This design comes from an exercise in tuning for small area on the open sky130 flow, not from production work.
Only simulation tests tie the RTL to the original design; equivalence was not proved.
Power figures rest on the tool's default switching activity, not on a simulated workload.

S:
Design mcp3421_codec, start of the top module:
module mcp3421_codec (
    input  wire        clk,
    input  wire        rst,         
    input  wire        multi_ch,    
    input  wire        cmd_valid,
    input  wire [39:0] cmd,
    output reg         rsp_valid,
    output wire [3:0]  rsp_status,
    output wire        rsp_is_bool,
    output wire [31:0] rsp_res,
    output wire [23:0] rsp_einfo
);
    wire [4:0] op = cmd[39:35];
    wire [7:0] b0 = cmd[31:24];
    wire [7:0] b1 = cmd[23:16];
    wire [7:0] b2 = cmd[15:8];
    wire [7:0] b3 = cmd[7:0];
    reg       faulted;      
    reg       configured;   
    reg       ssm;
    reg [1:0] ch;           
    reg [1:0] gain;
    reg [1:0] rate;
    reg [7:0] cfg_raw;      
    wire [1:0] chan = multi_ch ? ch : 2'b00;
    wire       drdy = ~cfg_raw[7];
    reg [2:0]  st_q;
    reg        bool_q;
    reg [23:0] dn_q;        
    reg        r24_q;
    wire        ok_q  = (st_q == 3'd0);
    wire [23:0] res_d = ~dn_q & {24{ok_q}};
    wire [20:0] ein_d = ~dn_q[20:0] & {21{~ok_q}};
    assign rsp_status  = {1'b0, st_q};
    assign rsp_is_bool = bool_q;
    assign rsp_res     = {{7{res_d[23]}}, r24_q, res_d};
    assign rsp_einfo   = {3'b000, ein_d};
    wire z0  = ~|b0;
    wire z1  = ~|b1;
    wire z2  = ~|b2;
    wire z3  = ~|b3;
    wire z3h = ~|b3[7:1];
    wire b3_gt1 = ~z3h;
    wire b3_gt3 = |b3[7:2];
    wire rsv_ok = (cmd[34:32] == 3'b000);
    wire is_bm   = (op == 5'h01);
    wire is_lk   = (op == 5'h02);
    wire is_get  = (op == 5'h03);
    wire is_set  = (op == 5'h04);
    wire is_dec  = (op == 5'h05);
    wire is_enc  = (op == 5'h06);
    wire is_mode = (op == 5'h07);
    wire is_chan = (op == 5'h08);
    wire is_gain = (op == 5'h09);
    wire is_rate = (op == 5'h0A);
    wire is_prop = (op == 5'h0B);
    wire is_drdy = (op == 5'h0C);
    wire is_res  = (op == 5'h0D);
    wire is_rrate= (op == 5'h0E);
    wire is_rgain= (op == 5'h0F);
    wire is_conv = (op == 5'h10);
    wire is_smp  = (op == 5'h11);
    wire is_frm  = (op == 5'h12);
    wire v_fmt   = is_lk | is_dec | is_mode | is_chan | is_gain | is_rate | is_prop |
                   is_res | is_rrate | is_rgain;
    wire n_fmt   = is_enc | is_drdy | is_conv;
    wire legal   = rsv_ok & (
  ...
clock: 6.0 ns
lec_check: 0
cap_margin: 20
core_margin: 2
core_utilization: 40
gpl_timing_driven: 0
slew_margin: 20
standard.sh (not shown) runs the stock make flow with config.mk's settings and CLKGATE_MAP_FILE= SYNTH_SCRIPT=/design/flow/synth_recipe.tcl, a recipe that flattens the netlist after the stock synthesis.
==> flow/flow/run.sh <==
#!/bin/bash
# Own layout flow: the standard layout (standard.sh) with
#  - synthesis: the standard script with an area-oriented ABC script (own_synth.tcl,
#    area.abc) and no pass-through buffers (the port buffers below take their place),
#  - port buffers: sky130_fd_sc_hd__buf_1 on every input and output port,
#  - CTS: one sink cluster, without dummy loads.
# Each step's full output goes to its own log file in the work folder.
set -euo pipefail
W=$(pwd)
export OWN_WORK=$W
export OWN_ABC_SCRIPT=$W/flow/area.abc
bash standard.sh SYNTH_SCRIPT=$W/flow/own_synth.tcl SYNTH_INSBUF=0 synth > $W/log_synth.txt 2>&1
bash standard.sh SYNTH_INSBUF=0 BUFFER_PORTS_ARGS="-buffer_cell sky130_fd_sc_hd__buf_1" \
  CTS_ARGS="-sink_clustering_enable -sink_clustering_size 60 -sink_clustering_max_diameter 300 -repair_clock_nets -dont_use_dummy_load" \
  finish > $W/log_layout.txt 2>&1
==> flow/flow/area.abc <==
strash
&get -n
&deepsyn -T 20
&put
dch -f
map
==> flow/flow/own_synth.tcl <==
# The standard synthesis (synth_recipe.tcl), with ABC's mapping script replaced by an
# area-oriented one (flow/area.abc). Registers are mapped before ABC runs, so they are
# the standard synthesis's.
proc abc {args} {
  set i [lsearch -exact $args -script]
  if {$i >= 0} {
    set args [lreplace $args $i [expr {$i + 1}] -script $::env(OWN_ABC_SCRIPT)]
  }
  set j [lsearch -exact $args -D]
  if {$j >= 0} {
    set args [lreplace $args $j [expr {$j + 1}]]
  }
  yosys abc {*}$args
}
# Leave half and full adders to ABC instead of mapping them to ha/fa cells.
proc extract_fa {args} {}
source $::env(OWN_WORK)/synth_recipe.tcl
Relative to S, the following input files were edited for Q:
--- a/flow/design.v
+++ b/flow/design.v
@@ -17,28 +17,27 @@
     wire [7:0] b3 = cmd[7:0];
     reg       faulted;      
     reg       configured;   
     reg       ssm;
     reg [1:0] ch;           
     reg [1:0] gain;
     reg [1:0] rate;
     reg [7:0] cfg_raw;      
     wire [1:0] chan = multi_ch ? ch : 2'b00;
     wire       drdy = ~cfg_raw[7];
-    reg [2:0]  st_q;
+    reg        ok_q;        
     reg        bool_q;
     reg [23:0] dn_q;        
     reg        r24_q;
-    wire        ok_q  = (st_q == 3'd0);
     wire [23:0] res_d = ~dn_q & {24{ok_q}};
-    wire [20:0] ein_d = ~dn_q[20:0] & {21{~ok_q}};
-    assign rsp_status  = {1'b0, st_q};
+    wire [20:0] ein_d = {~dn_q[20:16], ~dn_q[7:0], ~dn_q[15:8]} & {21{~ok_q}};
+    assign rsp_status  = {1'b0, ~dn_q[23:21] & {3{~ok_q}}};
     assign rsp_is_bool = bool_q;
     assign rsp_res     = {{7{res_d[23]}}, r24_q, res_d};
     assign rsp_einfo   = {3'b000, ein_d};
     wire z0  = ~|b0;
     wire z1  = ~|b1;
     wire z2  = ~|b2;
     wire z3  = ~|b3;
     wire z3h = ~|b3[7:1];
     wire b3_gt1 = ~z3h;
     wire b3_gt3 = |b3[7:2];
@@ -173,61 +172,61 @@
                          ({3{e_mode}} & 3'd1) |
                          ({3{e_prop}} & 3'd5) |
                          ({3{e_r3}}   & 3'd3);
     wire [2:0] n_st = ({3{e_oor}}   & 3'd1) |
                       ({3{e_unk}}   & 3'd2) |
                       ({3{e_ncf}}   & 3'd3) |
                       ({3{e_ill}}   & 3'd4) |
                       ({3{e_fatal}} & 3'd5) |
                       ({3{e_flt}}   & 3'd6);
     wire [23:0] n_d =
-        ({24{e_ill}}   & {8'h08, 3'b000, op, 8'h00}) |
-        ({24{e_fatal}} & {8'h07, b2, b3}) |
-        ({24{e_unk}}   & {8'h06, fid, 8'h05}) |
-        ({24{e_oor}}   & {3'b000, oor_arg, 8'h00, 5'b0, oor_hi}) |
+        ({24{e_ill}}   & {8'h08, 8'h00, 3'b000, op}) |
+        ({24{e_fatal}} & {8'h07, b3, b2}) |
+        ({24{e_unk}}   & {8'h06, 8'h05, fid}) |
+        ({24{e_oor}}   & {3'b000, oor_arg, 5'b0, oor_hi, 8'h00}) |
+        {n_st, 21'h0} |
         ({24{o_bm}}    & {16'h0, bm_value}) |
         ({24{o_lk}}    & {f_start, f_end, 8'h00, 6'b0, f_hi3, 1'b1}) |
         ({24{o_get}}   & {22'h0, f_get}) |
         ({24{o_set}}   & {16'h0, f_set}) |
         ({24{o_enc}}   & {16'h0, ssm, ch, ~ssm, rate, gain}) |
         ({24{o_prop}}  & {16'h0, prop}) |
         ({24{o_drdy}}  & {23'h0, (ssm | (rate == 2'd3)) ? drdy : 1'b1}) |
         ({24{o_res}}   & {19'h0, b3[1], ~b3[1], ~b3[1], b3[0], 1'b0}) |
         ({24{o_rrate}} & {14'h0, rrate}) |
         ({24{o_rgain}} & {20'h0, b3[1:0] == 2'd3, b3[1:0] == 2'd2, b3[1:0] == 2'd1, b3[1:0] == 2'd0}) |
         ({24{o_conv}}  & {5'h0, conv}) |
         ({24{o_smp}}   & sample);
     wire n_bool = (o_get & ~f_hi3) | (o_prop & (b3[2:0] == 3'd0 || b3[2:0] == 3'd4)) | o_drdy;
     wire n_r24  = o_lk | (o_smp & b0[7]);
     wire take = cmd_valid & ~rst;
     always @(posedge clk) begin
         rsp_valid <= take;
-        st_q      <= n_st;
+        ok_q      <= (n_st == 3'd0);
         bool_q    <= n_bool;
         dn_q      <= ~n_d;
         r24_q     <= n_r24;
     end
     always @(posedge clk) begin
         if (rst) begin
             faulted    <= 1'b0;
             configured <= 1'b0;
         end else if (cmd_valid) begin
             if (do_fault)  faulted    <= 1'b1;
             if (do_decode) configured <= 1'b1;
         end
     end
     always @(posedge clk) begin
         if (take) begin
             if (do_decode) begin
                 cfg_raw <= b3;
                 ssm     <= ~b3[4];
-                gain    <= b3[1:0];
                 rate    <= b3[3:2];
                 ch      <= b3[6:5];
             end
             if (do_mode) ssm  <= b3[0];
             if (do_chan) ch   <= b3[1:0];
-            if (do_gain) gain <= b3[1:0];
+            if (do_gain | do_decode) gain <= b3[1:0];
             if (do_rate) rate <= b3[1:0];
         end
     end
 endmodule
## What came out
Q — post-synthesis register bit count 4.3% lower, S as reference
Part of the total power dissipated in the clock network was higher in the run labelled S.
Routed wire length per instance ended up about 5% lower on Q than on S.
The higher design area came out of S.
S → Q: core box area fell 41 sq um; horizontal extent of the die decreased about 0.6%.
From S to Q the numbers moved as follows: wire length of the first global-routing pass fell by about 4.6%; total power density per cell area moved down; first-iteration DRC count higher.

==> separate check: timing with driven ports <==
No port has a modelled driver above. Below, the same layouts with a new extraction and two added sets of constraints. Step 1 assumes that a clkbuf_16 drives the clock port and a buf_2 every other input. Step 2 moves the port delays by t, midway between the first and last clock arrival at a register: inputs arrive t later, outputs are due t later. That takes back most of the time a late clock gives input paths. Slacks: no drivers / after step 1 / after step 2; pairs: no drivers / after step 1.
| run | t, ns | slack for setup (ns) | worst hold slack (ns) | clock arrival spread, ns | worst data-port slew with drivers (ns) |
|---|---|---|---|---|---|
| S | 0.337 | 0.312 / 0.324 / -0.013 | 0.485 / 0.485 / 0.485 | 0.028 / 0.027 | 0.03 |
| Q | 0.334 | 0.917 / 0.926 / 0.592 | 0.454 / 0.454 / 0.454 | 0.022 / 0.021 | 0.04 |
With both steps, setup timing fails in S, where it was met with ideal ports.
